What follows belongs to an exercise in optimizing a design on an open flow for small area; a production flow would make more cautious choices.
RTL that was checked went through simulation tests only; none was proved equivalent to the original.
No functional check of the RTL was part of runs 1 and 2.
Power and IR drop assume default switching activity.

===== flow/design.v =====
module miltest_endpoint #(
    parameter integer HB_TIMEOUT_TICKS = 1000
) (
    input  wire         clk,
    input  wire         rst,
    input  wire         tick,
    input  wire         rx_valid,
    output wire         rx_ready,
    input  wire [7:0]   rx_data,
    input  wire         rx_last,
    input  wire         rx_empty,
    output wire         tx_valid,
    input  wire         tx_ready,
    output reg  [7:0]   tx_data,
    output reg          tx_last,
    output reg          st_valid,
    output reg  [2:0]   st_code,
    output wire         safe,
    output wire         kill_latch,
    output wire [255:0] thrust_q
);
    function [9:0] lfsr_step(input [9:0] l);
        lfsr_step = {l[8:0], ~(l[9] ^ l[6])};
    endfunction
    function [9:0] lfsr_adv(input integer n);
        integer k;
        reg [9:0] l;
        begin
            l = 10'd0;
            for (k = 0; k < n; k = k + 1)
                l = lfsr_step(l);
            lfsr_adv = l;
        end
    endfunction
    localparam [9:0] WD_EXPIRED = lfsr_adv(HB_TIMEOUT_TICKS);
    reg  [9:0] wd;
    reg        kill_q;
    wire       expired = (wd == WD_EXPIRED);
    wire       is_safe = !kill_q && !expired;
    assign safe       = is_safe;
    assign kill_latch = kill_q;
    localparam [2:0] S_RX = 3'd0, S_P = 3'd1,
                     S_TA = 3'd4,    
                     S_TN = 3'd5,    
                     S_TK = 3'd6;    
    reg  [2:0] state;
    reg  [3:0] cnt;         
    wire in_ta = (state == S_TA), in_tn = (state == S_TN), in_tk = (state == S_TK);
    wire p0 = (cnt[2:0] == 3'd0), p1 = (cnt[2:0] == 3'd1), p2 = (cnt[2:0] == 3'd2);
    wire p3 = (cnt[2:0] == 3'd3), p4 = cnt[2];
    assign rx_ready = (state == S_RX);
    assign tx_valid = state[2];
    always @(*) begin
        tx_last    = ((in_ta | in_tn) & p3) | p4;
        tx_data[7] = (in_ta | in_tn) & p3;
        tx_data[6] = p0 | p1 | tx_last;
        tx_data[5] = tx_last;
        tx_data[4] = tx_last;
        tx_data[3] = p4;
        tx_data[2] = p0 | p1 | (in_tn & p3);
        tx_data[1] = p0 | (in_tk & p2) | (in_ta & p3) | p4;
        tx_data[0] = p0 | ((in_tn | in_tk) & p2) | (in_ta & p3) | p4;
    end
    reg  [7:0]  acc;         
    reg         match;       
    reg         bad_start;
    reg  [2:0]  id;
    reg         id_unknown;
    reg  [2:0]  ch;
    reg         ch_bad;
    reg  [31:0] val_n;       
    wire [31:0] val = ~val_n;
    wire take  = rx_ready && rx_valid;
    wire first = (cnt == 4'd0);
    wire empty = rx_ready && !rx_valid && rx_empty && first;
    wire [7:0] acc_base = {acc[0], acc[7:1]} & {8{!first}};
    wire [7:0] acc_p    = acc_base ^ rx_data;
    wire [7:0] acc_g    = acc_base & rx_data;
    wire [8:0] acc_c;
    assign acc_c[0] = 1'b0;
    genvar ai;
    generate
        for (ai = 0; ai < 8; ai = ai + 1) begin : g_acc_add
            assign acc_c[ai+1] = acc_g[ai] | (acc_p[ai] & acc_c[ai]);
        end
    endgenerate
    wire [7:0] acc_next = acc_p ^ acc_c[7:0];
    always @(posedge clk) begin
        if (take) begin
            acc   <= acc_next;
            match <= (rx_data == acc);
            if (first)
                bad_start <= (rx_data != 8'h47);
            else if (cnt == 4'd1 && rx_data != 8'h44)
                bad_start <= 1'b1;
            if (cnt == 4'd2) begin
                id         <= rx_data[2:0];
                id_unknown <= (rx_data[7:3] != 5'd0);
            end
            if (!rx_last) begin
                val_n  <= {val_n[23:0], ~rx_data};
                ch     <= val[26:24];
                ch_bad <= (val[31:27] != 5'd0);
            end
        end
    end
    wire len_ok = (id == 3'd3) ? (cnt[2:1] == 2'b10 && cnt[0]) :
                  (id == 3'd7) ? (cnt[3] && cnt[0]) :
                                 (cnt[2:1] == 2'b10 && !cnt[0]);
    reg [2:0] code;
    always @(*) begin
        if (cnt[3:2] == 2'b00)   code = 3'd1;
        else if (bad_start)      code = 3'd2;
        else if (id_unknown)     code = 3'd3;
        else if (!len_ok)        code = 3'd4;
        else if (!match)         code = 3'd5;
        else                     code = 3'd0;
    end
    wire frame_ok = (code == 3'd0);
    wire in_range = (!val[31] && !val[30] &&
                     !(val[29:23] == 7'h7F && val[22:0] != 23'd0)) ||
                    (val == 32'h8000_0000);
    wire proc      = (state == S_P);
    wire do_hb     = proc && frame_ok && (id == 3'd4);
    wire gated_ok  = proc && frame_ok && is_safe;
    wire do_kill   = gated_ok && (id == 3'd5);
    wire do_thrust = gated_ok && (id == 3'd7) && !ch_bad && in_range;
    always @(posedge clk) begin
        st_code <= code;
        if (rst) begin
            state    <= S_RX;
            cnt      <= 4'd0;
            st_valid <= 1'b0;
        end else begin
            st_valid <= proc;
            case (state)
                S_RX: begin
                    if (take) begin
                        if (!(cnt[3] && cnt[1]))
                            cnt <= cnt + 4'd1;
                        if (rx_last)
                            state <= S_P;
                    end else if (empty) begin
                        state <= S_P;
                    end
                end
                S_P: begin
                    cnt <= 4'd0;
                    if (!frame_ok)
                        state <= S_RX;
                    else if (id == 3'd4 || do_kill || do_thrust)
                        state <= S_TA;
                    else if (id == 3'd2 && is_safe)
                        state <= S_TK;
                    else
                        state <= S_TN;
                end
                default: begin
                    if (tx_ready) begin
                        if (tx_last) begin
                            state <= S_RX;
                            cnt   <= 4'd0;
                        end else begin
                            cnt   <= cnt + 4'd1;
                        end
                    end
                end
            endcase
        end
    end
    always @(posedge clk) begin
        if (rst)
            wd <= 10'd0;
        else if (do_hb)
            wd <= {9'd0, tick};
        else if (tick && !expired)
            wd <= lfsr_step(wd);
    end
    always @(posedge clk) begin
        if (rst)
            kill_q <= 1'b0;
        else if (do_kill)
            kill_q <= 1'b1;
    end
    wire [30:0] wdata = ~({val_n[31], val_n[29:0]} | {31{rst}});
    genvar gi;
    generate
        for (gi = 0; gi < 8; gi = gi + 1) begin : g_thrust
            reg [30:0] t;
            always @(posedge clk)
                if (rst || (do_thrust && ch == gi))
                    t <= wdata;
            assign thrust_q[32*gi +: 32] = {t[30], 1'b0, t[29:0]};
        end
    endgenerate
endmodule

===== flow/flow/run.sh =====
#!/bin/bash
set -euo pipefail
cd "$(dirname "$0")/.."
export BUFFER_PORTS_ARGS="-buffer_cell sky130_fd_sc_hd__buf_1"
export CTS_ARGS="-sink_clustering_enable -repair_clock_nets -dont_use_dummy_load -buf_list sky130_fd_sc_hd__clkbuf_4 -sink_clustering_size 10 -sink_clustering_max_diameter 40"
bash standard.sh > flow_make.log 2>&1

===== flow/standard.sh =====
#!/bin/bash
# synth_recipe.tcl (not shown) runs the flow's synth.tcl, then flattens the netlist and writes it again
# the make line also repeats each setting of config.mk as NAME=value (left out here)
make -C /OpenROAD-flow-scripts/flow DESIGN_CONFIG=/design/flow/config.mk WORK_HOME=/design/flow/orfs CLKGATE_MAP_FILE= SYNTH_SCRIPT=/design/flow/synth_recipe.tcl "${@:-finish}"

===== flow/config.mk =====
export PLATFORM = sky130hd
export DESIGN_NAME = miltest_endpoint
export DESIGN_NICKNAME = miltest_endpoint
export VERILOG_FILES = /design/flow/design.v
export SDC_FILE = /design/flow/constraint.sdc
export NUM_CORES = 4
export LEC_CHECK = 0
export CAP_MARGIN = 0
export CORE_MARGIN = 2
export CORE_UTILIZATION = 70
export SLEW_MARGIN = 0

===== flow/constraint.sdc =====
create_clock -name core_clock -period 10.0 [get_ports {clk}]
set_input_delay 2.0000 -clock core_clock [delete_from_list [all_inputs] [get_ports {clk}]]
set_output_delay 2.0000 -clock core_clock [all_outputs]
set_load 0.01 [all_outputs]

==> results.yml, run 1 <==
timing:
  finalHoldViolCount: 0
  tightest_slew_ns: 0.980
  fmax_mhz: 211
  finalSetupTns_ns: 0
  fin_crit_sh_pct: 47.5
  finalWorstSetupSlack_ns: 5.25
  finalSetupViolations: 0
  report.final.slew_viol_count: 0
  fin_crit_ns: 4.75
  finClkSkew_ns: 0.0517
  rsz0062_at_grt: "false"
  relSlewSlack_pct: 34.7
  whs_ns: 0.476
synthesis:
  synth_cells: 574
  yosysUniqueCellTypes: 55
  synth_edf_count: 298
  yosysSeqAreaShare_pct: 85.5
  synth_async_sr_flop_share_pct: 0
  ys_seq_elements: 320
  avgSynthCellArea_um2: 19.1
  ys_warn_count: 1
  ys.flop_type: "edfxtp_1"
  syn-cell-area_mm2: 0.0110
setup_path:
  crit_path_start_kind: "primary input"
  reg2reg_to: "acc[7]"
  endpoint_kind: "register"
  r2r_start: "cnt[1]"
  r2r_slack_ns: 5.35
  crit_fanout: 5
  ff2ff_path_depth: 13
  path_class: "in -> reg"
  crit_required_ns: 10.32
  arrival_ns: 5.07
grt:
  grt_max_degree: 51
  track_usage_pct: 27.2
  grt.overflow.total: 0
  grt_pass1_wl_um: 33700
  antenna_found_initial: 0
  first_global_vias: 5879
worst_hold_path:
  hold_end: "val_n[13]"
  whs_path_depth: 0
  hp-start: "val_n[5]"
  hp-class: "reg -> reg"
final_layout:
  syn_to_final_growth_pct: 14.3
  instances_no_fill: 1096
  drive_above_1_share_pct: 6.55
  antennaDiodeCount: 0
  nets: 914
pwr:
  power_per_cell_area_mw_per_mm2: 186
  power.leakage_nw: 4.36
  ir_worst_vdd_mv: 0.101
  power_mw: 2.33
cts:
  clock_sinks: 320
  holdBufCountCts: 0
  clkTransAtPathRegs_ns: 0.10
  clk_path_buf_depth: 3
  cts_tree: "yes"
  h-tree-depth: 2
  clock-root-buffer: "clkbuf_4"
  numCtsBuffers: 40
  clk_latency_ns: 0.62
  cts_resized: 0
  cts_setup_buffers: 0
routing:
  drt_first_pass_iters: 4
  vias: 6216
  drt_iter0_markers: 535
  antenna_left: 0
  wl_um: 23000
  drt-wirelength-per-cell_um: 20.9
  viasPerCell: 5.67
  drc_errors: 0
flow_run:
  maxCapViolCount: 0
die:
  die_w_um: 129
  rows: 45
  io_pins: 288
  die_h_um: 129
  die-area_mm2: 0.0167
  start_util_pct: 72.0
  core_area_mm2: 0.0153
status:
  status: "no timing/DRC/antenna violations"
placed_design:
  place.gp.congestion: 0.876
  port_buffers: 279
  place_ws_ns: 4.69
  dp.cells: 1056
  hpwl_um: 15600
[routing by layer]
layer | global-route usage (%) | part of all wire (%)
met4 | 8.18 | 2.3
met1 | 36.6 | 38
met5 | 0 | 0
met3 | 5.24 | 7.4
met2 | 46.5 | 52
[how the worst max path moves through the flow]
stage	startpoint	to	cells past startpoint
floorplan	rx_data[0]	acc[7]	9
global placement	rx_data[0]	acc[7]	10
detailed placement	rx_data[0]	acc[7]	10
CTS	rx_data[0]	acc[7]	10
global route	cnt[1]	acc[7]	13
finish	rx_data[0]	acc[7]	10
[worst max-delay path, stage by stage]
cell	delay [ns]
buf_1	0.14
ha_1	0.24
fa_1	0.40
fa_1	0.41
fa_1	0.40
fa_1	0.39
fa_1	0.39
fa_1	0.38
xor2_1	0.16
xnor2_1	0.14
[power breakdown]
part	switching, mW	leakage (nW)	internal [mW]
combinational	0.142	1.01	0.0559
clock	0.356	0.184	0.185
sequential	0.0336	3.16	1.55
total	0.532	4.36	1.80
[cells by family (layout without fill, tap and decap cells)]
group | Yosys count | after routing | synth area share, %
mux | 11 | 11 | 1.01
fa+ha+maj | 12 | 12 | 1.78
other cells | 1 | 8 | 0.0341
simple gates | 132 | 132 | 5.88
buf+inv | 43 | 347 | 1.93
flops | 320 | 320 | 85.5
compound gates | 44 | 44 | 3.01
xor+xnor | 11 | 11 | 0.877
[cells in the mapped netlist, types with 3 or more instances]
cell type | count | area [µm²]
a21oi_1 | 11 | 55.1
a31o_2 | 3 | 26.3
a41o_1 | 6 | 60.1
and2_1 | 9 | 56.3
buf_4 | 11 | 82.6
clkbuf_1 | 8 | 30.0
dfxtp_1 | 22 | 440
edfxtp_1 | 298 | 8950
fa_1 | 6 | 120
ha_1 | 6 | 75.1
inv_1 | 20 | 75.1
mux2i_1 | 10 | 100
nand2_1 | 20 | 75.1
nand4_1 | 12 | 75.1
nor2_1 | 59 | 221
nor2b_1 | 4 | 25.0
nor3_1 | 3 | 15.0
nor3b_1 | 3 | 22.5
nor4_1 | 5 | 31.3
o21ai_0 | 5 | 25.0
o22ai_1 | 3 | 18.8
xnor2_1 | 10 | 87.6
[stage by stage]
step | instance area [µm²] | utilization (%)
5_1_grt | 12500 | 82.2
3_5_place_dp | 12200 | 80.3
2_1_floorplan | 11000 | -
3_3_place_gp | 12200 | 80.3
6_report | 12500 | 82.2
4_1_cts | 12500 | 82.2
[cell usage in the layout, fill, tap and decap left out, types with 10 or more instances in the layout]
cell type and n:
nand2_1 20, inv_1 20, nand4_1 12, clkbuf_4 40
a21oi_1 11, xnor2_1 10, buf_1 278, nor2_1 59
mux2i_1 10, edfxtp_1 298, dfxtp_1 22
[sequential cells by signal, indices dropped and copies added (netlist names)]
signal      flops
g_thrust.t    248
cnt             4
st_valid        1
acc             8
bad_start       1
id_unknown      1
st_code         3
match           1
wd             10
state           3
ch_bad          1
id              3
kill_q          1
ch              3
val_n          32
[cell type report]
cell class                 count  area, µm²
sequential                   320       9390
fill                         793       2710
multi-input combinational    218       1420
timing repair buffer         286       1100
clock buffer                  40        300
tap                          211        264
inverter                      21       78.8
==> run 2, diff against run 1 <==
--- a/flow/config.mk
+++ b/flow/config.mk
@@ -8,4 +8,5 @@
 export CAP_MARGIN = 0
 export CORE_MARGIN = 2
-export CORE_UTILIZATION = 70
+export CORE_UTILIZATION = 75
+export GPL_TIMING_DRIVEN = 0
 export SLEW_MARGIN = 0
==> results.yml, run 2 <==
setup_path:
  cp_slowest_cell: "or3b_2"
  path_cells: "inv_1, ha_1, or3b_2, clkbuf_1, and2_1, ha_1, fa_1, fa_1, fa_1, fa_1, fa_1, fa_1, xor2_1, xnor2_1"
  endpoint_kind: "register"
  max_stage_delay_ns: 0.45
  arrival_ns: 5.13
  crit_path_start_kind: "register"
  crit_fanout: 10
  crit_required_ns: 10.37
  crit_top_cell: "fa_1"
  path_class: "reg -> reg"
  crit_family: "adder cells"
  path_buf_inv: 2
synthesis:
  synth_cells: 574
  ys.flop_type: "edfxtp_1"
  ys_seq_elements: 320
  yosysSeqAreaShare_pct: 85.5
  synth_area_leader_cell: "edfxtp_1"
  synthMostInstantiatedCell: "edfxtp_1"
  synth_top_area_share_pct: 81.5
  syn-cell-area_mm2: 0.0110
  synth_commonest_cells: "298 x edfxtp_1, 59 x nor2_1, 22 x dfxtp_1"
  ys_warn_count: 1
  synth_async_sr_flop_share_pct: 0
  synth_edf_count: 298
  avgSynthCellArea_um2: 19.1
  ys_top_cells_by_area: "edfxtp_1 81%, dfxtp_1 4.0%, nor2_1 2.0%"
  yosysUniqueCellTypes: 55
cts:
  clock_sinks: 320
  numCtsBuffers: 38
  clock-root-buffer: "clkbuf_4"
  cts_setup_buffers: 0
  holdBufCountCts: 0
  clkTransAtPathRegs_ns: 0.10
  cts_tree: "yes"
  clk_path_buf_depth: 3
  cts_resized: 0
  h-tree-depth: 2
  clk_latency_ns: 0.65
timing:
  finalSetupViolations: 0
  fin_crit_sh_pct: 47.6
  fin_crit_ns: 4.76
  fmax_mhz: 210
  relSlewSlack_pct: 24.2
  finalSetupTns_ns: 0
  rsz0062_at_grt: "false"
  tightest_slew_ns: 1.14
  finalHoldViolCount: 0
  report.final.slew_viol_count: 0
  finClkSkew_ns: 0.0481
grt:
  antenna_found_initial: 0
  grt_max_degree: 37
  first_global_vias: 6346
  track_usage_pct: 31.6
  grt_pass1_wl_um: 36800
  grt.overflow.total: 0
die:
  rows: 44
  die-area_mm2: 0.0156
  core_area_mm2: 0.0144
  io_pins: 288
  die_h_um: 125
  start_util_pct: 76.1
  die_w_um: 125
routing:
  drt_first_pass_iters: 6
  drt-wirelength-per-cell_um: 22.9
  vias: 6506
  drc_errors: 0
  drt_iter0_markers: 774
  wl_um: 24800
  viasPerCell: 6.02
  antenna_left: 0
pwr:
  power.leakage_nw: 4.38
  power_per_cell_area_mw_per_mm2: 186
  ir_worst_vdd_mv: 0.120
placed_design:
  place.gp.congestion: 0.849
  hpwl_um: 16600
  dpl_cell_area_mm2: 0.0123
  port_buffers: 278
status:
  status: "no timing/DRC/antenna violations"
final_layout:
  syn_to_final_growth_pct: 14.6
  largest-register: "g_thrust.t"
  final_cell_area_mm2: 0.0126
  layout_commonest_cell: "edfxtp_1"
  nets: 926
  largest_register_ffs: 248
  layout_common_cells: "298 x edfxtp_1, 279 x buf_1, 59 x nor2_1, 38 x clkbuf_4, 22 x dfxtp_1"
  n_fill_cell: 614
  drive_above_1_share_pct: 7.47
  antennaDiodeCount: 0
  reg.largest.list: "g_thrust.t (248), val_n (32), wd (10)"
worst_hold_path:
  hp-class: "reg -> reg"
flow_run:
  maxCapViolCount: 0
## run 2: cell types whose count changed in the layout (fill, tap and decap cells not counted), sizes merged
cell    before  now
clkbuf      41   46
buf        285  292
## run 2: power breakdown
group | leakage [nW] | total [mW] | internal, mW | switching, mW
sequential | 3.16 | 1.59 | 1.56 | 0.0343
clock | 0.175 | 0.548 | 0.176 | 0.372
combinational | 1.04 | 0.206 | 0.0580 | 0.148
total | 4.38 | 2.34 | 1.79 | 0.555
## run 2: layout make-up
cell class                      instances  area [µm²]  share of cell area (%)
Sequential cell                       320        9390                    74.6
Multi-Input combinational cell        218        1420                    11.3
Timing Repair Buffer                  278        1040                    8.29
Clock buffer                           38         285                    2.27
Tap cell                              184         230                    1.83
Buffer                                 22         133                    1.05
Inverter                               21        78.8                   0.626
## run 2: final timing paths
kind | startpoint | end | slack [ns] | depth (start not counted)
setup / recovery | cnt[1] | acc[7] | 5.24 | 14
hold / removal | val_n[19] | val_n[27] | 0.49 | 0
setup reg to reg | cnt[1] | acc[7] | 5.24 | 14
hold reg to reg | val_n[19] | val_n[27] | 0.49 | 0
## run 2: metrics by stage
step	setup slack, ns	util [%]	cells	total power [mW]	hold slack, ns
6_report	5.24	87.2	1081	2.34	0.491
3_3_place_gp	4.71	85.2	1043	1.81	0.455
3_5_place_dp	4.65	85.3	1043	1.82	0.462
4_1_cts	5.26	87.2	1081	2.34	0.493
2_1_floorplan	5.02	-	581	1.73	0.444
5_1_grt	5.01	87.2	1081	2.42	0.507
## run 2: routing by layer
layer	share of wire [%]	vias to the layer above	wire length, µm	global-route usage, %
met2	52	470	12800	53.4
met5	0	-	0	0
met3	8.8	67	2180	6.59
met4	3.7	0	918	12.9
li1	-	2789	-	-
met1	36	3180	8860	41.0
## run 2: cells by family after synthesis
family                   after synthesis  share of synthesized area, %
multiplexers                          11                          1.01
other                                  1                        0.0341
flip-flops                           320                          85.5
adder cells (fa/ha/maj)               12                          1.78
AO/OA/AOI/OAI                         44                          3.01
XOR/XNOR                              11                         0.877
AND/OR/NAND/NOR                      132                          5.88
buffers and inverters                 43                          1.93
==> run 3, diff against run 2 <==
--- a/flow/design.v
+++ b/flow/design.v
@@ -46,19 +46,24 @@
     reg  [2:0] state;
     reg  [3:0] cnt;         
-    wire in_ta = (state == S_TA), in_tn = (state == S_TN), in_tk = (state == S_TK);
-    wire p0 = (cnt[2:0] == 3'd0), p1 = (cnt[2:0] == 3'd1), p2 = (cnt[2:0] == 3'd2);
-    wire p3 = (cnt[2:0] == 3'd3), p4 = cnt[2];
     assign rx_ready = (state == S_RX);
     assign tx_valid = state[2];
+    wire k_ks   = state[1];
+    wire k_ack  = !state[1] && !state[0];
+    wire k_nack = !state[1] && state[0];
+    wire p01 = !cnt[2] && !cnt[1];                  
+    wire p0  = p01 && !cnt[0];
+    wire p2  = cnt[1] && !cnt[0];
+    wire p3  = cnt[1] && cnt[0];
+    wire p4  = cnt[2];
     always @(*) begin
-        tx_last    = ((in_ta | in_tn) & p3) | p4;
-        tx_data[7] = (in_ta | in_tn) & p3;
-        tx_data[6] = p0 | p1 | tx_last;
+        tx_last    = (!k_ks && p3) || p4;
+        tx_data[7] = !k_ks && p3;
+        tx_data[6] = p01 || tx_last;
         tx_data[5] = tx_last;
         tx_data[4] = tx_last;
         tx_data[3] = p4;
-        tx_data[2] = p0 | p1 | (in_tn & p3);
-        tx_data[1] = p0 | (in_tk & p2) | (in_ta & p3) | p4;
-        tx_data[0] = p0 | ((in_tn | in_tk) & p2) | (in_ta & p3) | p4;
+        tx_data[2] = p01 || (k_nack && p3);
+        tx_data[1] = p0 || (k_ks && p2) || (k_ack && p3) || p4;
+        tx_data[0] = p0 || (!k_ack && p2) || (k_ack && p3) || p4;
     end
     reg  [7:0]  acc;         
@@ -126,4 +131,5 @@
     wire do_kill   = gated_ok && (id == 3'd5);
     wire do_thrust = gated_ok && (id == 3'd7) && !ch_bad && in_range;
+    wire [3:0] cnt_inc = cnt + 4'd1;
     always @(posedge clk) begin
         st_code <= code;
@@ -138,5 +144,5 @@
                     if (take) begin
                         if (!(cnt[3] && cnt[1]))
-                            cnt <= cnt + 4'd1;
+                            cnt <= cnt_inc;
                         if (rx_last)
                             state <= S_P;
@@ -162,5 +168,5 @@
                             cnt   <= 4'd0;
                         end else begin
-                            cnt   <= cnt + 4'd1;
+                            cnt   <= cnt_inc;
                         end
                     end
==> flow/flow/run.sh (replaced) <==
#!/bin/bash
set -euo pipefail
cd "$(dirname "$0")/.."
export BUFFER_PORTS_ARGS="-buffer_cell sky130_fd_sc_hd__buf_1"
export RECOVER_POWER=100
export CTS_ARGS="-sink_clustering_enable -repair_clock_nets -dont_use_dummy_load -buf_list sky130_fd_sc_hd__clkbuf_4 -sink_clustering_size 10 -sink_clustering_max_diameter 40"
bash standard.sh > flow_make.log 2>&1
--- a/flow/config.mk
+++ b/flow/config.mk
@@ -8,5 +8,4 @@
 export CAP_MARGIN = 0
 export CORE_MARGIN = 2
-export CORE_UTILIZATION = 75
-export GPL_TIMING_DRIVEN = 0
+export CORE_UTILIZATION = 70
 export SLEW_MARGIN = 0
==> results.yml, run 3 <==
status:
  status: "complete, but fails checks"
  so.violations: "max-capacitance violations, max-slew violations"
placed_design:
  port_buffers: 279
  dpl_cell_area_mm2: 0.0122
  place.gp.congestion: 0.887
  hpwl_um: 15800
timing:
  finalSetupViolations: 0
  report.final.slew_viol_count: 217
  finClkSkew_ns: 0.0490
  rsz0062_at_grt: "false"
  finalHoldViolCount: 0
  relSlewSlack_pct: -92.9
  finalSetupTns_ns: 0
  fin_crit_sh_pct: 51.8
  tightest_slew_ns: 2.89
  fmax_mhz: 193
  fin_crit_ns: 5.18
final_layout:
  syn_to_final_growth_pct: 13.9
  multi_input_area_mm2: 0.00136
  nets: 908
  final_cell_area_mm2: 0.0125
  layout_common_cells: "298 x edfxtp_1, 274 x buf_1, 55 x nor2_1, 38 x clkbuf_4, 24 x inv_1"
  layout_commonest_cell: "edfxtp_1"
  drive_above_1_share_pct: 5.00
  reg.largest.list: "g_thrust.t (248), val_n (32), wd (10)"
  n_fill_cell: 805
  seq_area_mm2: 0.00939
  antennaDiodeCount: 0
  largest-register: "g_thrust.t"
  largest_register_ffs: 248
setup_path:
  endpoint_kind: "register"
  arrival_ns: 5.34
  r2r_start: "cnt[2]"
  crit_required_ns: 10.16
  crit_path_start_kind: "primary input"
  path_class: "in -> reg"
  crit_start: "rst"
  crit_fanout: 51
grt:
  track_usage_pct: 26.9
  first_global_vias: 5888
  antenna_found_initial: 0
  grt.overflow.total: 0
  grt_pass1_wl_um: 32900
  grt_max_degree: 52
synthesis:
  ys_warn_count: 1
  synth_commonest_cells: "298 x edfxtp_1, 55 x nor2_1, 24 x inv_1"
  synth_edf_count: 298
  synth_cells: 569
  synth_async_sr_flop_share_pct: 0
  syn-cell-area_mm2: 0.0109
  ys_top_cells_by_area: "edfxtp_1 82%, dfxtp_1 4.0%, nor2_1 1.9%"
  ys.flop_type: "edfxtp_1"
  ys_seq_elements: 320
  synth_area_leader_cell: "edfxtp_1"
  synthMostInstantiatedCell: "edfxtp_1"
  yosysUniqueCellTypes: 50
  avgSynthCellArea_um2: 19.2
  yosysSeqAreaShare_pct: 85.8
  synth_top_area_share_pct: 81.8
routing:
  drc_errors: 0
  viasPerCell: 5.68
  dr.max_layer_used: "met4"
  m1WireLength_um: 8640
  antenna_left: 0
  wl_um: 22900
  drt_first_pass_iters: 7
  drt_iter0_markers: 517
  wl_met2_um: 11800
  drt-wirelength-per-cell_um: 21.0
  vias: 6195
  dr_wl_met3_um: 1690
pwr:
  power_mw: 2.33
  ir_worst_vdd_mv: 0.120
  power.leakage_nw: 4.33
  power_per_cell_area_mw_per_mm2: 187
worst_hold_path:
  hp-class: "reg -> reg"
  hp-start: "wd[7]"
cts:
  cts_resized: 0
  cts_tree: "yes"
  clk_path_buf_depth: 3
  holdBufCountCts: 0
  h-tree-depth: 2
  clock_sinks: 320
  numCtsBuffers: 38
  clk_latency_ns: 0.62
  cts_setup_buffers: 0
  clkTransAtPathRegs_ns: 0.08
  clock-root-buffer: "clkbuf_4"
die:
  start_util_pct: 71.7
  die_h_um: 129
  die_w_um: 129
  core_area_mm2: 0.0153
  io_pins: 288
  rows: 45
  die-area_mm2: 0.0166
flow_run:
  maxCapViolCount: 6
==> run 3: worst paths after layout <==
path	to	slack [ns]	depth (start not counted)
worst max-delay path	g_thrust[4].t[14]	4.82	3
worst min-delay path	wd[8]	0.49	2
worst max register to register	g_thrust[4].t[14]	5.25	6
worst min register to register	wd[8]	0.49	2
==> run 3: cell families (layout without fill, tap and decap cells) <==
family / count (synthesis) / after routing / synth area share [%]
muxes: 7 / 7 / 0.640
adders and majority gates: 11 / 11 / 1.67
AOI/OAI and AO/OA: 44 / 44 / 3.06
other: 1 / 8 / 0.0343
xor gates and xnor gates: 11 / 11 / 0.881
and+or+nand+nor: 130 / 130 / 5.87
buffers and inverters: 45 / 349 / 2.04
DFF: 320 / 320 / 85.8
==> run 3: layout make-up <==
cell class	count	share of cell area [%]
timing repair buffer	287	8.65
inverter	24	0.723
sequential	320	75.3
clock buffer	38	2.29
tap	211	2.12
multi-input combinational	211	10.9
==> run 3: metrics by stage <==
step | util (%) | setup slack [ns] | hold slack (ns) | instances
5_1_grt | 81.7 | 4.56 | 0.502 | 1091
3_3_place_gp | 80.1 | 4.79 | 0.454 | 1053
2_1_floorplan | - | 5.02 | 0.426 | 576
3_5_place_dp | 80.1 | 4.75 | 0.474 | 1053
6_report | 81.7 | 4.82 | 0.487 | 1091
4_1_cts | 81.9 | 5.37 | 0.482 | 1091
==> run 3: power breakdown <==
part | total (mW) | switching [mW] | internal [mW]
combinational | 0.208 | 0.149 | 0.0582
sequential | 1.59 | 0.0356 | 1.56
clock | 0.529 | 0.353 | 0.176
total | 2.33 | 0.538 | 1.79
==> run 3: per-layer routing <==
metal | vias up | track usage, %
met4 | 0 | 11.8
met2 | 357 | 45.0
met1 | 3045 | 35.9
li1 | 2743 | -
met5 | - | 0
met3 | 50 | 4.58
==> run 3: worst max-delay path, cell delays in order <==
cell      delay (ns)
clkbuf_1        1.43
a41o_1          0.18
clkbuf_1        1.69
==> run 4, diff against run 3 <==
==> flow/flow/run.sh (replaced) <==
#!/bin/bash
set -euo pipefail
cd "$(dirname "$0")/.."
export BUFFER_PORTS_ARGS="-buffer_cell sky130_fd_sc_hd__buf_1"
export CTS_ARGS="-sink_clustering_enable -repair_clock_nets -dont_use_dummy_load -buf_list sky130_fd_sc_hd__clkbuf_4 -sink_clustering_size 10 -sink_clustering_max_diameter 40"
bash standard.sh > flow_make.log 2>&1
==> results.yml, run 4 <==
final_layout:
  layout_commonest_cell: "edfxtp_1"
  n_fill_cell: 791
  syn_to_final_growth_pct: 14.2
  reg.largest.list: "g_thrust.t (248), val_n (32), wd (10)"
  drive_above_1_share_pct: 6.25
  antennaDiodeCount: 0
  largest-register: "g_thrust.t"
  nets: 908
  layout_common_cells: "298 x edfxtp_1, 278 x buf_1, 55 x nor2_1, 38 x clkbuf_4, 24 x inv_1"
  largest_register_ffs: 248
synthesis:
  ys_seq_elements: 320
  ys_top_cells_by_area: "edfxtp_1 82%, dfxtp_1 4.0%, nor2_1 1.9%"
  ys_warn_count: 1
  synthMostInstantiatedCell: "edfxtp_1"
  avgSynthCellArea_um2: 19.2
  synth_edf_count: 298
  yosysUniqueCellTypes: 50
  synth_top_area_share_pct: 81.8
  synth_commonest_cells: "298 x edfxtp_1, 55 x nor2_1, 24 x inv_1"
  synth_async_sr_flop_share_pct: 0
  synth_area_leader_cell: "edfxtp_1"
  yosysSeqAreaShare_pct: 85.8
  synth_cells: 569
  syn-cell-area_mm2: 0.0109
  ys.flop_type: "edfxtp_1"
timing:
  tightest_slew_ns: 0.972
  relSlewSlack_pct: 35.2
  finalSetupTns_ns: 0
  fmax_mhz: 215
  fin_crit_ns: 4.65
  finClkSkew_ns: 0.0463
  report.final.slew_viol_count: 0
  whs_ns: 0.489
  finalHoldViolCount: 0
  rsz0062_at_grt: "false"
  fin_crit_sh_pct: 46.5
  finalSetupViolations: 0
routing:
  drt_first_pass_iters: 6
  drt_iter0_markers: 558
  drt-wirelength-per-cell_um: 21.0
  vias: 6186
  viasPerCell: 5.67
  drc_errors: 0
  antenna_left: 0
  wl_um: 22900
cts:
  clock_sinks: 320
  cts_resized: 0
  clock-root-buffer: "clkbuf_4"
  cts_setup_buffers: 0
  numCtsBuffers: 38
  h-tree-depth: 2
  cts_tree: "yes"
  clkTransAtPathRegs_ns: 0.08
  clk_path_buf_depth: 3
  holdBufCountCts: 0
  clk_latency_ns: 0.62
pwr:
  power.leakage_nw: 4.37
  ir_worst_vdd_mv: 0.120
  clkPwrFrac_pct: 22.7
  internal-power_mw: 1.79
  p_switching_mw: 0.538
  p_comb_share_pct: 9.0
  seq_power_share_pct: 68.3
  power_per_cell_area_mw_per_mm2: 186
  p_sw_share_pct: 23.1
placed_design:
  hpwl_um: 15800
  port_buffers: 279
  place.gp.congestion: 0.887
grt:
  track_usage_pct: 26.9
  antenna_found_initial: 0
  grt_pass1_wl_um: 32900
  grt.overflow.total: 0
  grt_max_degree: 52
  first_global_vias: 5888
setup_path:
  crit_fanout: 5
  crit_required_ns: 10.34
  path_class: "in -> reg"
  crit_path_start_kind: "primary input"
  endpoint_kind: "register"
  arrival_ns: 5.00
die:
  core_area_mm2: 0.0153
  die_w_um: 129
  start_util_pct: 71.7
  die-area_mm2: 0.0166
  io_pins: 288
  rows: 45
  die_h_um: 129
flow_run:
  maxCapViolCount: 0
status:
  status: "no timing/DRC/antenna violations"
worst_hold_path:
  hp-class: "reg -> reg"
==> run 4: cell counts after synthesis <==
No cell type changed its count.
==> run 4: per-layer routing <==
metal	GRT usage, %	wire length [µm]	up-vias
li1	-	-	2742
met1	35.9	8600	3028
met2	45.0	11800	366
met3	4.58	1810	50
met4	11.8	735	0
met5	0	0	-
==> run 4: cells by family after synthesis <==
kind of cell / Yosys count / share of synthesized area [%]
multiplexers: 7 / 0.640
other: 1 / 0.0343
XOR/XNOR: 11 / 0.881
buffers and inverters: 45 / 2.04
AND/OR/NAND/NOR: 130 / 5.87
adder cells (fa/ha/maj): 11 / 1.67
AO/OA/AOI/OAI: 44 / 3.06
flip-flops: 320 / 85.8
==> run 4: path summary, 6_finish.rpt <==
kind / startpoint / endpoint / slack [ns] / cells after the start
hold reg to reg: wd[7] / wd[8] / 0.49 / 2
hold / removal: wd[7] / wd[8] / 0.49 / 2
setup reg to reg: cnt[1] / acc[7] / 5.39 / 13
setup / recovery: rx_data[0] / acc[7] / 5.35 / 10
==> run 4: cell type report <==
cell class                      count  area, µm²  share of cell area [%]
Sequential cell                   320       9390                    75.1
Multi-Input combinational cell    211       1360                    10.9
Timing Repair Buffer              287       1110                    8.87
Clock buffer                       38        285                    2.28
Tap cell                          211        264                    2.11
Inverter                           24       90.1                   0.721
==> run 4: metrics by stage <==
| stage | setup WS [ns] | power [mW] | instance area, µm² | util, % | instances |
|---|---|---|---|---|---|
| 2_1_floorplan | 5.02 | 1.74 | 11000 | - | 576 |
| 3_3_place_gp | 4.79 | 1.82 | 12200 | 80.1 | 1053 |
| 3_5_place_dp | 4.75 | 1.83 | 12200 | 80.1 | 1053 |
| 4_1_cts | 5.37 | 2.34 | 12500 | 81.9 | 1091 |
| 5_1_grt | 5.21 | 2.42 | 12500 | 81.9 | 1091 |
| 6_report | 5.35 | 2.33 | 12500 | 81.9 | 1091 |
==> run 4: power groups by stage <==
stage | clock network (mW) | registers (mW) | logic, mW
6_report | 0.529 | 1.59 | 0.210
4_1_cts | 0.541 | 1.59 | 0.210
3_5_place_dp | 0 | 1.62 | 0.211
3_3_place_gp | 0 | 1.62 | 0.201
5_1_grt | 0.590 | 1.60 | 0.228
2_1_floorplan | 0 | 1.65 | 0.0923
==> run 4: worst max-delay path, stage by stage <==
cell and delay [ns]:
buf_1 0.14, ha_1 0.24, fa_1 0.39, fa_1 0.39
fa_1 0.39, fa_1 0.38, fa_1 0.39, fa_1 0.39
xor2_1 0.16, xnor2_1 0.14
==> run 5, diff against run 4 <==
--- a/flow/design.v
+++ b/flow/design.v
@@ -70,10 +70,16 @@
     reg         match;       
     reg         bad_start;
+    localparam [2:0] I_NK = 3'd0,      
+                     I_UK = 3'd1,      
+                     I_GK = 3'd2,      
+                     I_KS = 3'd3,      
+                     I_HB = 3'd4,      
+                     I_KL = 3'd5,      
+                     I_SB = 3'd6,      
+                     I_ST = 3'd7;      
     reg  [2:0]  id;
-    reg         id_unknown;
     reg  [2:0]  ch;
-    reg         ch_bad;
-    reg  [31:0] val_n;       
-    wire [31:0] val = ~val_n;
+    reg  [30:0] val_n;       
+    wire [31:0] val = {~val_n[30], 1'b0, ~val_n[29:0]};
     wire take  = rx_ready && rx_valid;
     wire first = (cnt == 4'd0);
@@ -100,16 +106,22 @@
                 bad_start <= 1'b1;
             if (cnt == 4'd2) begin
-                id         <= rx_data[2:0];
-                id_unknown <= (rx_data[7:3] != 5'd0);
+                if (rx_data[7:3] != 5'd0)
+                    id <= I_UK;
+                else if (rx_data[2:0] == 3'd1 || rx_data[2:0] == 3'd6)
+                    id <= I_NK;
+                else
+                    id <= rx_data[2:0];
+            end else if ((cnt == 4'd3 || cnt == 4'd4) && id[2:1] == 2'b11) begin
+                if (cnt[2] ? rx_data[6] : (rx_data[7:3] != 5'd0))
+                    id[0] <= 1'b0;
             end
             if (!rx_last) begin
-                val_n  <= {val_n[23:0], ~rx_data};
+                val_n  <= {val_n[23], val_n[21:0], ~rx_data};
                 ch     <= val[26:24];
-                ch_bad <= (val[31:27] != 5'd0);
             end
         end
     end
-    wire len_ok = (id == 3'd3) ? (cnt[2:1] == 2'b10 && cnt[0]) :
-                  (id == 3'd7) ? (cnt[3] && cnt[0]) :
+    wire len_ok = (id == I_KS)     ? (cnt[2:1] == 2'b10 && cnt[0]) :
+                  (id[2:1] == 2'b11) ? (cnt[3] && cnt[0]) :
                                  (cnt[2:1] == 2'b10 && !cnt[0]);
     reg [2:0] code;
@@ -117,5 +129,5 @@
         if (cnt[3:2] == 2'b00)   code = 3'd1;
         else if (bad_start)      code = 3'd2;
-        else if (id_unknown)     code = 3'd3;
+        else if (id == I_UK)     code = 3'd3;
         else if (!len_ok)        code = 3'd4;
         else if (!match)         code = 3'd5;
@@ -123,12 +135,11 @@
     end
     wire frame_ok = (code == 3'd0);
-    wire in_range = (!val[31] && !val[30] &&
-                     !(val[29:23] == 7'h7F && val[22:0] != 23'd0)) ||
-                    (val == 32'h8000_0000);
+    wire in_range = val[31] ? (val[29:0] == 30'd0) :
+                              !(val[29:23] == 7'h7F && val[22:0] != 23'd0);
     wire proc      = (state == S_P);
-    wire do_hb     = proc && frame_ok && (id == 3'd4);
+    wire do_hb     = proc && frame_ok && (id == I_HB);
     wire gated_ok  = proc && frame_ok && is_safe;
-    wire do_kill   = gated_ok && (id == 3'd5);
-    wire do_thrust = gated_ok && (id == 3'd7) && !ch_bad && in_range;
+    wire do_kill   = gated_ok && (id == I_KL);
+    wire do_thrust = gated_ok && (id == I_ST) && in_range;
     wire [3:0] cnt_inc = cnt + 4'd1;
     always @(posedge clk) begin
@@ -155,7 +166,7 @@
                     if (!frame_ok)
                         state <= S_RX;
-                    else if (id == 3'd4 || do_kill || do_thrust)
+                    else if (id == I_HB || do_kill || do_thrust)
                         state <= S_TA;
-                    else if (id == 3'd2 && is_safe)
+                    else if (id == I_GK && is_safe)
                         state <= S_TK;
                     else
@@ -189,5 +200,5 @@
             kill_q <= 1'b1;
     end
-    wire [30:0] wdata = ~({val_n[31], val_n[29:0]} | {31{rst}});
+    wire [30:0] wdata = ~(val_n | {31{rst}});
     genvar gi;
     generate
--- a/flow/config.mk
+++ b/flow/config.mk
@@ -9,3 +9,4 @@
 export CORE_MARGIN = 2
 export CORE_UTILIZATION = 70
+export GPL_TIMING_DRIVEN = 0
 export SLEW_MARGIN = 0
==> results.yml, run 5 <==
synthesis:
  avgSynthCellArea_um2: 19.2
  yosysUniqueCellTypes: 55
  yosysSeqAreaShare_pct: 85.3
  synth_edf_count: 295
  ys_top_cells_by_area: "edfxtp_1 81%, dfxtp_1 4.0%, nor2_1 2.0%"
  ys_seq_elements: 317
  synthMostInstantiatedCell: "edfxtp_1"
  synth_cells: 569
  synth_commonest_cells: "295 x edfxtp_1, 59 x nor2_1, 22 x dfxtp_1"
  ys_warn_count: 1
  ys.flop_type: "edfxtp_1"
  synth_top_area_share_pct: 81.3
  synth_area_leader_cell: "edfxtp_1"
  syn-cell-area_mm2: 0.0109
  synth_async_sr_flop_share_pct: 0
die:
  rows: 45
  io_pins: 288
  die_h_um: 129
  die-area_mm2: 0.0166
  die_w_um: 129
  core_area_mm2: 0.0152
  start_util_pct: 71.7
placed_design:
  place_ws_ns: 4.66
  hpwl_um: 16200
  place.gp.congestion: 0.863
  port_buffers: 278
setup_path:
  r2r_slack_ns: 5.24
  r2r_start: "cnt[0]"
  reg2reg_to: "acc[7]"
  crit_fanout: 10
  crit_path_start_kind: "register"
  arrival_ns: 5.11
  path_class: "reg -> reg"
  crit_required_ns: 10.35
  endpoint_kind: "register"
  ff2ff_path_depth: 14
cts:
  clock-root-buffer: "clkbuf_4"
  cts_tree: "yes"
  clkTransAtPathRegs_ns: 0.09
  clk_latency_ns: 0.65
  h-tree-depth: 2
  cts_resized: 0
  cts_setup_buffers: 0
  numCtsBuffers: 40
  clock_sinks: 317
  holdBufCountCts: 0
  clk_path_buf_depth: 3
timing:
  tightest_slew_ns: 1.14
  finalWorstSetupSlack_ns: 5.24
  whs_ns: 0.473
  fin_crit_ns: 4.76
  relSlewSlack_pct: 23.9
  finClkSkew_ns: 0.0655
  finalHoldViolCount: 0
  finalSetupViolations: 0
  fmax_mhz: 210
  finalSetupTns_ns: 0
  fin_crit_sh_pct: 47.6
  rsz0062_at_grt: "false"
  report.final.slew_viol_count: 0
final_layout:
  nets: 922
  layout_common_cells: "295 x edfxtp_1, 281 x buf_1, 58 x nor2_1, 40 x clkbuf_4, 22 x dfxtp_1"
  n_fill_cell: 827
  reg.largest.list: "g_thrust.t (248), val_n (31), wd (10)"
  drive_above_1_share_pct: 8.05
  antennaDiodeCount: 0
  largest_register_ffs: 248
  syn_to_final_growth_pct: 14.9
  layout_commonest_cell: "edfxtp_1"
  largest-register: "g_thrust.t"
routing:
  vias: 6299
  drt-wirelength-per-cell_um: 22.2
  antenna_left: 0
  drc_errors: 0
  drt_first_pass_iters: 5
  wl_um: 24000
  drt_iter0_markers: 563
  viasPerCell: 5.82
pwr:
  p_switching_mw: 0.535
  seq_power_share_pct: 67.8
  power_per_cell_area_mw_per_mm2: 184
  ir_worst_vdd_mv: 0.107
  power.leakage_nw: 4.37
  p_comb_share_pct: 8.2
  p_sw_share_pct: 23.2
  internal-power_mw: 1.77
  clkPwrFrac_pct: 24.0
grt:
  grt_pass1_wl_um: 35700
  first_global_vias: 6221
  track_usage_pct: 29.4
  antenna_found_initial: 0
  grt.overflow.total: 0
  grt_max_degree: 35
status:
  status: "no timing/DRC/antenna violations"
flow_run:
  maxCapViolCount: 0
worst_hold_path:
  hp-start: "val_n[15]"
  hp-class: "reg -> reg"
  hold_end: "val_n[23]"
  whs_path_depth: 0
==> run 5: cell types whose count changed after synthesis, sizes merged, moves of 3 or more <==
cell | previous run | this run
edfxtp | 298 | 295
inv | 24 | 19
nand3 | 7 | 3
nor2 | 55 | 59
o21ai | 5 | 10
==> run 5: logic make-up after synthesis <==
logic type	count (synthesis)	share of synthesized area, %
AND/OR/NAND/NOR	132	5.99
adder cells (fa/ha/maj)	11	1.68
other	1	0.0344
multiplexers	6	0.551
buffers and inverters	41	1.88
XOR/XNOR	13	1.04
AO/OA/AOI/OAI	48	3.49
flip-flops	317	85.3
==> run 5: per-layer routing <==
layer	share of wire, %	routed length [µm]	global-route usage [%]	vias to the layer above
met5	0	0	0	-
met1	36	8550	36.9	3044
met2	53	12800	51.7	419
met4	2.6	614	10.2	0
met3	8.4	2010	6.11	54
li1	-	-	-	2782
==> run 5: power groups by stage <==
stage | combinational [mW] | sequential, mW | clock (mW)
floorplan | 0.0762 | 1.62 | 0
global placement | 0.182 | 1.59 | 0
detailed placement | 0.190 | 1.59 | 0
CTS | 0.190 | 1.56 | 0.558
global route | 0.206 | 1.57 | 0.612
finish | 0.189 | 1.56 | 0.553
==> run 5: metrics by stage <==
| step | cells | utilization [%] | instance area [µm²] | power (mW) |
|---|---|---|---|---|
| after floorplan | 576 | - | 10900 | 1.69 |
| after global placement | 1042 | 80.3 | 12200 | 1.77 |
| after detailed placement | 1042 | 80.4 | 12200 | 1.78 |
| after CTS | 1082 | 82.3 | 12500 | 2.31 |
| after global routing | 1082 | 82.3 | 12500 | 2.39 |
| final | 1082 | 82.3 | 12500 | 2.31 |
==> run 5: how the worst max path moves through the flow <==
stage                     from  endpoint  depth (start not counted)
floorplan           rx_data[0]    acc[7]                          9
global placement    rx_data[0]    acc[7]                         10
detailed placement  rx_data[0]    acc[7]                         10
CTS                     cnt[1]    acc[7]                         14
global route            cnt[1]    acc[7]                         14
finish                  cnt[0]    acc[7]                         14
==> run 5: layout make-up <==
cell class,count,area (µm²),share of cell area [%]
plain buffers,22,134,1.07
clock buffers,40,300,2.40
repair buffers,278,1040,8.34
well taps,188,235,1.88
inverters,19,71.3,0.570
flip-flops and latches,317,9300,74.3
multi-input cells,218,1440,11.5
==> run 5: critical path, cell delays in order, from the launching register on <==
cell and delay [ns]:
dfxtp_1 0.41, inv_1 0.16, ha_1 0.19, or3b_2 0.44, clkbuf_1 0.24, and2_1 0.23
ha_1 0.18, fa_1 0.38, fa_1 0.40, fa_1 0.42, fa_1 0.39, fa_1 0.40
fa_1 0.38, xor2_1 0.16, xnor2_1 0.13
==> run 6, diff against run 5 <==
--- a/flow/config.mk
+++ b/flow/config.mk
@@ -9,4 +9,3 @@
 export CORE_MARGIN = 2
 export CORE_UTILIZATION = 70
-export GPL_TIMING_DRIVEN = 0
 export SLEW_MARGIN = 0
==> results.yml, run 6 <==
status:
  status: "no timing/DRC/antenna violations"
routing:
  drt_iter0_markers: 657
  drt_first_pass_iters: 5
  wl_um: 23100
  antenna_left: 0
  drc_errors: 0
  vias: 6179
  drt-wirelength-per-cell_um: 21.7
  viasPerCell: 5.80
placed_design:
  hpwl_um: 15900
  dp.cells: 1026
  port_buffers: 279
  dpl_cell_area_mm2: 0.0121
  place.gp.congestion: 0.896
final_layout:
  layout_commonest_cell: "edfxtp_1"
  syn_to_final_growth_pct: 13.8
  fin_util_pct: 81.6
  final_cell_area_mm2: 0.0124
  reg.largest.list: "g_thrust.t (248), val_n (31), wd (10)"
  drive_above_1_share_pct: 6.62
  instances_no_fill: 1065
  largest_register_ffs: 248
  nets: 904
  layout_common_cells: "295 x edfxtp_1, 278 x buf_1, 58 x nor2_1, 38 x clkbuf_4, 22 x dfxtp_1"
  largest-register: "g_thrust.t"
synthesis:
  syn-cell-area_mm2: 0.0109
  ys_seq_elements: 317
  synth_top_area_share_pct: 81.3
  synthMostInstantiatedCell: "edfxtp_1"
  yosysUniqueCellTypes: 55
  ys.flop_type: "edfxtp_1"
  synth_cells: 569
  ys_warn_count: 1
  synth_async_sr_flop_share_pct: 0
  yosysSeqAreaShare_pct: 85.3
  avgSynthCellArea_um2: 19.2
  synth_edf_count: 295
  synth_area_leader_cell: "edfxtp_1"
  ys_top_cells_by_area: "edfxtp_1 81%, dfxtp_1 4.0%, nor2_1 2.0%"
  synth_commonest_cells: "295 x edfxtp_1, 59 x nor2_1, 22 x dfxtp_1"
grt:
  grt.overflow.total: 0
  antenna_found_initial: 1
  met3_usage_pct: 5.95
  grt-busiest-layer: "met2"
  grt_util_met1_pct: 37.9
  gr-usage-met2_pct: 46.6
  grt_pass1_wl_um: 33800
  grt_max_degree: 49
  track_usage_pct: 27.8
  first_global_vias: 5825
timing:
  fmax_mhz: 212
  rsz0062_at_grt: "false"
  fin_crit_ns: 4.72
  relSlewSlack_pct: 25.5
  finalHoldViolCount: 0
  tightest_slew_ns: 1.12
  finClkSkew_ns: 0.0671
  finalSetupViolations: 0
  finalSetupTns_ns: 0
  report.final.slew_viol_count: 0
  fin_crit_sh_pct: 47.2
die:
  io_pins: 288
  start_util_pct: 71.7
  die_h_um: 129
  die-area_mm2: 0.0166
  core_area_mm2: 0.0152
  rows: 45
  die_w_um: 129
pwr:
  clkPwrFrac_pct: 23.4
  ir_worst_vdd_mv: 0.128
  p_sw_share_pct: 22.8
  p_comb_share_pct: 8.1
  p_switching_mw: 0.521
  seq_power_share_pct: 68.5
  power_mw: 2.28
  internal-power_mw: 1.76
  power_per_cell_area_mw_per_mm2: 184
  power.leakage_nw: 4.31
setup_path:
  path_class: "in -> reg"
  arrival_ns: 5.06
  crit_required_ns: 10.34
  crit_fanout: 7
  endpoint_kind: "register"
  crit_path_start_kind: "primary input"
cts:
  cts_resized: 0
  clock_sinks: 317
  clk_latency_ns: 0.63
  cts_tree: "yes"
  clock-root-buffer: "clkbuf_4"
  clk_path_buf_depth: 3
  h-tree-depth: 2
  holdBufCountCts: 0
  numCtsBuffers: 38
  clkTransAtPathRegs_ns: 0.09
  cts_setup_buffers: 0
flow_run:
  maxCapViolCount: 0
worst_hold_path:
  hp-class: "reg -> reg"
run 6: cell count changes in the layout (fill, tap and decap cells not counted), moves of 2 or more:
cell      previous run  this run
buf_4               11         5
clkbuf_1             5         0
a41o_1               0         4
a41o_2               6         2
buf_1              281       278
clkbuf_4            40        38
run 6: stage by stage:
stage	setup slack, ns	hold slack [ns]
6_report	5.28	0.469
2_1_floorplan	5.02	0.439
5_1_grt	5.21	0.488
3_3_place_gp	4.76	0.452
3_5_place_dp	4.71	0.467
4_1_cts	5.34	0.473
run 6: logic make-up after synthesis:
family / share of synthesized area, %
compound gates: 3.49
mux: 0.551
xor+xnor: 1.04
buf+inv: 1.88
simple gates: 5.99
fa+ha+maj: 1.68
flops: 85.3
other cells: 0.0344
run 6: power groups by stage:
| stage | sequential, mW | clock [mW] | combinational, mW |
|---|---|---|---|
| after floorplan | 1.62 | 0 | 0.0762 |
| after global placement | 1.59 | 0 | 0.177 |
| after detailed placement | 1.59 | 0 | 0.183 |
| after CTS | 1.56 | 0.543 | 0.184 |
| after global routing | 1.57 | 0.592 | 0.200 |
| final | 1.56 | 0.534 | 0.184 |
run 6: final timing paths:
check	end	slack (ns)	startpoint	cells past startpoint
max	acc[7]	5.28	rx_data[0]	10
min	val_n[23]	0.47	val_n[15]	0
max reg2reg	acc[7]	5.43	cnt[0]	13
min reg2reg	val_n[23]	0.47	val_n[15]	0
run 6: metal layers:
layer | routed length, µm | vias up
li1 | - | 2743
met1 | 8810 | 3058
met2 | 12100 | 350
met3 | 1840 | 28
met4 | 385 | 0
met5 | 0 | -
run 6: area by class of cell:
type                       count  area, µm²
multi-input combinational    218       1430
antenna                        1       2.50
clock buffer                  38        285
tap                          188        235
sequential                   317       9300
fill                         817       2800
inverter                      19       71.3
timing repair buffer         284       1090
run 6: worst max-delay path, stage by stage:
cell and delay, ns:
buf_1 0.17, ha_1 0.25, fa_1 0.39, fa_1 0.40, fa_1 0.39, fa_1 0.39, fa_1 0.39, fa_1 0.38
xor2_1 0.16, xnor2_1 0.13
==> run 7, diff against run 6 <==
--- a/flow/config.mk
+++ b/flow/config.mk
@@ -8,4 +8,4 @@
 export CAP_MARGIN = 0
 export CORE_MARGIN = 2
-export CORE_UTILIZATION = 70
+export CORE_UTILIZATION = 65
 export SLEW_MARGIN = 0
==> results.yml, run 7 <==
timing:
  fin_crit_ns: 4.71
  tightest_slew_ns: 0.970
  finalSetupViolations: 0
  rsz0062_at_grt: "false"
  relSlewSlack_pct: 35.3
  report.final.slew_viol_count: 0
  fmax_mhz: 212
  finalHoldViolCount: 0
  fin_crit_sh_pct: 47.1
  finalSetupTns_ns: 0
  finClkSkew_ns: 0.0549
  whs_ns: 0.449
grt:
  track_usage_pct: 26.2
  antenna_found_initial: 1
  grt_max_degree: 49
  grt.overflow.total: 0
  grt_pass1_wl_um: 34900
  first_global_vias: 5940
die:
  die-area_mm2: 0.0178
  rows: 47
  start_util_pct: 66.2
  io_pins: 288
  die_w_um: 133
  core_area_mm2: 0.0165
  die_h_um: 133
synthesis:
  synth_commonest_cells: "295 x edfxtp_1, 59 x nor2_1, 22 x dfxtp_1"
  yosysSeqAreaShare_pct: 85.3
  avgSynthCellArea_um2: 19.2
  ys.flop_type: "edfxtp_1"
  ys_top_cells_by_area: "edfxtp_1 81%, dfxtp_1 4.0%, nor2_1 2.0%"
  synth_async_sr_flop_share_pct: 0
  ys_seq_elements: 317
  synth_edf_count: 295
  synth_top_area_share_pct: 81.3
  syn-cell-area_mm2: 0.0109
  synthMostInstantiatedCell: "edfxtp_1"
  ys_warn_count: 1
  yosysUniqueCellTypes: 55
  synth_cells: 569
  synth_area_leader_cell: "edfxtp_1"
setup_path:
  crit_family: "adder cells"
  cp_slowest_cell: "fa_1"
  r2r_start: "cnt[1]"
  ff2ff_path_depth: 13
  max_stage_delay_ns: 0.40
  reg2reg_to: "acc[7]"
  crit_fanout: 7
  crit_path_start_kind: "primary input"
  crit_top_cell: "fa_1"
  endpoint_kind: "register"
  path_cells: "buf_1, ha_1, fa_1, fa_1, fa_1, fa_1, fa_1, fa_1, xor2_1, xnor2_1"
  crit_required_ns: 10.35
  r2r_slack_ns: 5.42
  arrival_ns: 5.06
  path_buf_inv: 1
  path_class: "in -> reg"
routing:
  viasPerCell: 5.59
  antenna_left: 0
  drc_errors: 0
  drt-wirelength-per-cell_um: 21.2
  drt_first_pass_iters: 5
  wl_um: 23200
  drt_iter0_markers: 390
  vias: 6131
cts:
  clock_sinks: 317
  cts_resized: 0
  cts_tree: "yes"
  clkTransAtPathRegs_ns: 0.10
  holdBufCountCts: 0
  clk_path_buf_depth: 3
  h-tree-depth: 2
  clock-root-buffer: "clkbuf_4"
  cts_setup_buffers: 0
  numCtsBuffers: 39
  clk_latency_ns: 0.63
worst_hold_path:
  hold_end: "val_n[20]"
  hp-class: "reg -> reg"
  hp-start: "val_n[12]"
  whs_path_depth: 0
placed_design:
  port_buffers: 279
  place.gp.congestion: 0.863
  hpwl_um: 15500
flow_run:
  maxCapViolCount: 0
pwr:
  ir_worst_vdd_mv: 0.0871
  power_mw: 2.29
  power_per_cell_area_mw_per_mm2: 184
  power.leakage_nw: 4.31
final_layout:
  largest-register: "g_thrust.t"
  largest_register_ffs: 248
  syn_to_final_growth_pct: 14.1
  reg.largest.list: "g_thrust.t (248), val_n (31), wd (10)"
  fin_util_pct: 75.5
  nets: 903
  drive_above_1_share_pct: 6.74
  layout_commonest_cell: "edfxtp_1"
  layout_common_cells: "295 x edfxtp_1, 278 x buf_1, 58 x nor2_1, 39 x clkbuf_4, 22 x dfxtp_1"
  n_fill_cell: 1019
status:
  status: "no timing/DRC/antenna violations"
[run 7: logic make-up after synthesis]
kind of cell,synth area share (%)
muxes,0.551
buffers and inverters,1.88
DFF,85.3
adders and majority gates,1.68
AOI/OAI and AO/OA,3.49
xor gates and xnor gates,1.04
and+or+nand+nor,5.99
other,0.0344
[run 7: worst max-delay path by stage]
| stage | start | cells after the start | to |
|---|---|---|---|
| 2_1_floorplan | rx_data[0] | 9 | acc[7] |
| 3_3_place_gp | rx_data[0] | 10 | acc[7] |
| 3_5_place_dp | rx_data[0] | 10 | acc[7] |
| 4_1_cts | rx_data[0] | 10 | acc[7] |
| 5_1_grt | rx_data[0] | 10 | acc[7] |
| 6_report | rx_data[0] | 10 | acc[7] |
[run 7: metal layers]
metal	up-vias	wire length (µm)	share of wire [%]	GRT usage, %
met1	3024	8950	39	35.4
met2	316	12000	52	44.3
li1	2749	-	-	-
met3	42	1700	7.3	5.02
met4	0	536	2.3	8.39
met5	-	0	0	0
[run 7: cell type report]
class,instances,area (µm²),area share (%)
multi-input cells,218,1430,11.5
clock buffers,39,293,2.35
diodes,1,2.50,0.0201
repair buffers,282,1070,8.61
flip-flops and latches,317,9300,74.8
well taps,220,275,2.21
inverters,19,71.3,0.573
[run 7: power by group]
part,switching (mW),internal (mW)
clock network,0.361,0.180
logic,0.131,0.0504
registers,0.0305,1.53
[run 7: metrics by stage]
stage / worst slack [ns] / std cells / instance area [µm²]
2_1_floorplan: 5.02 / 576 / 10900
4_1_cts: 5.36 / 1095 / 12400
5_1_grt: 5.23 / 1096 / 12400
3_5_place_dp: 4.68 / 1056 / 12100
6_report: 5.29 / 1096 / 12400
3_3_place_gp: 4.76 / 1056 / 12100

[afterwards: timing with drivers on the ports]
The flow's constraints put no driver on any port. The routed layouts listed below were extracted and timed again, unchanged, in two steps.
Step 1, drivers: a clkbuf_16 drives clk and a buf_2 each remaining input, both assumed.
Step 2, shift: input delay + t, output delay - t, t = (earliest + latest rising clock arrival at the registers) / 2. This alone moves slack from input paths to output paths.
Slacks: ideal ports / drivers / drivers and shift; pairs: ideal ports / drivers.
| run | t, ns | setup WS [ns] | worst register clock-pin slew, ns | worst slew at a driven data input, ns | cell pins on the clock port's net |
|---|---|---|---|---|---|
| run 1 | 0.623 | 5.254 / 5.264 / 4.641 | 0.10 / 0.10 | 0.03 | 1 |
| run 2 | 0.664 | 5.241 / 5.241 / 4.645 | 0.11 / 0.11 | 0.04 | 1 |
| run 3 | 0.633 | 4.821 / 4.807 / 4.173 | 0.11 / 0.11 | 0.04 | 1 |
| run 4 | 0.633 | 5.346 / 5.357 / 4.724 | 0.11 / 0.11 | 0.04 | 1 |
| run 5 | 0.648 | 5.240 / 5.240 / 4.632 | 0.11 / 0.11 | 0.03 | 1 |
| run 6 | 0.635 | 5.280 / 5.297 / 4.661 | 0.11 / 0.11 | 0.03 | 1 |
| run 7 | 0.641 | 5.287 / 5.305 / 4.664 | 0.10 / 0.10 | 0.03 | 1 |
The setup slack of run 3, which loses most, moves by -0.014 ns with the drivers and by -0.648 ns with both steps.
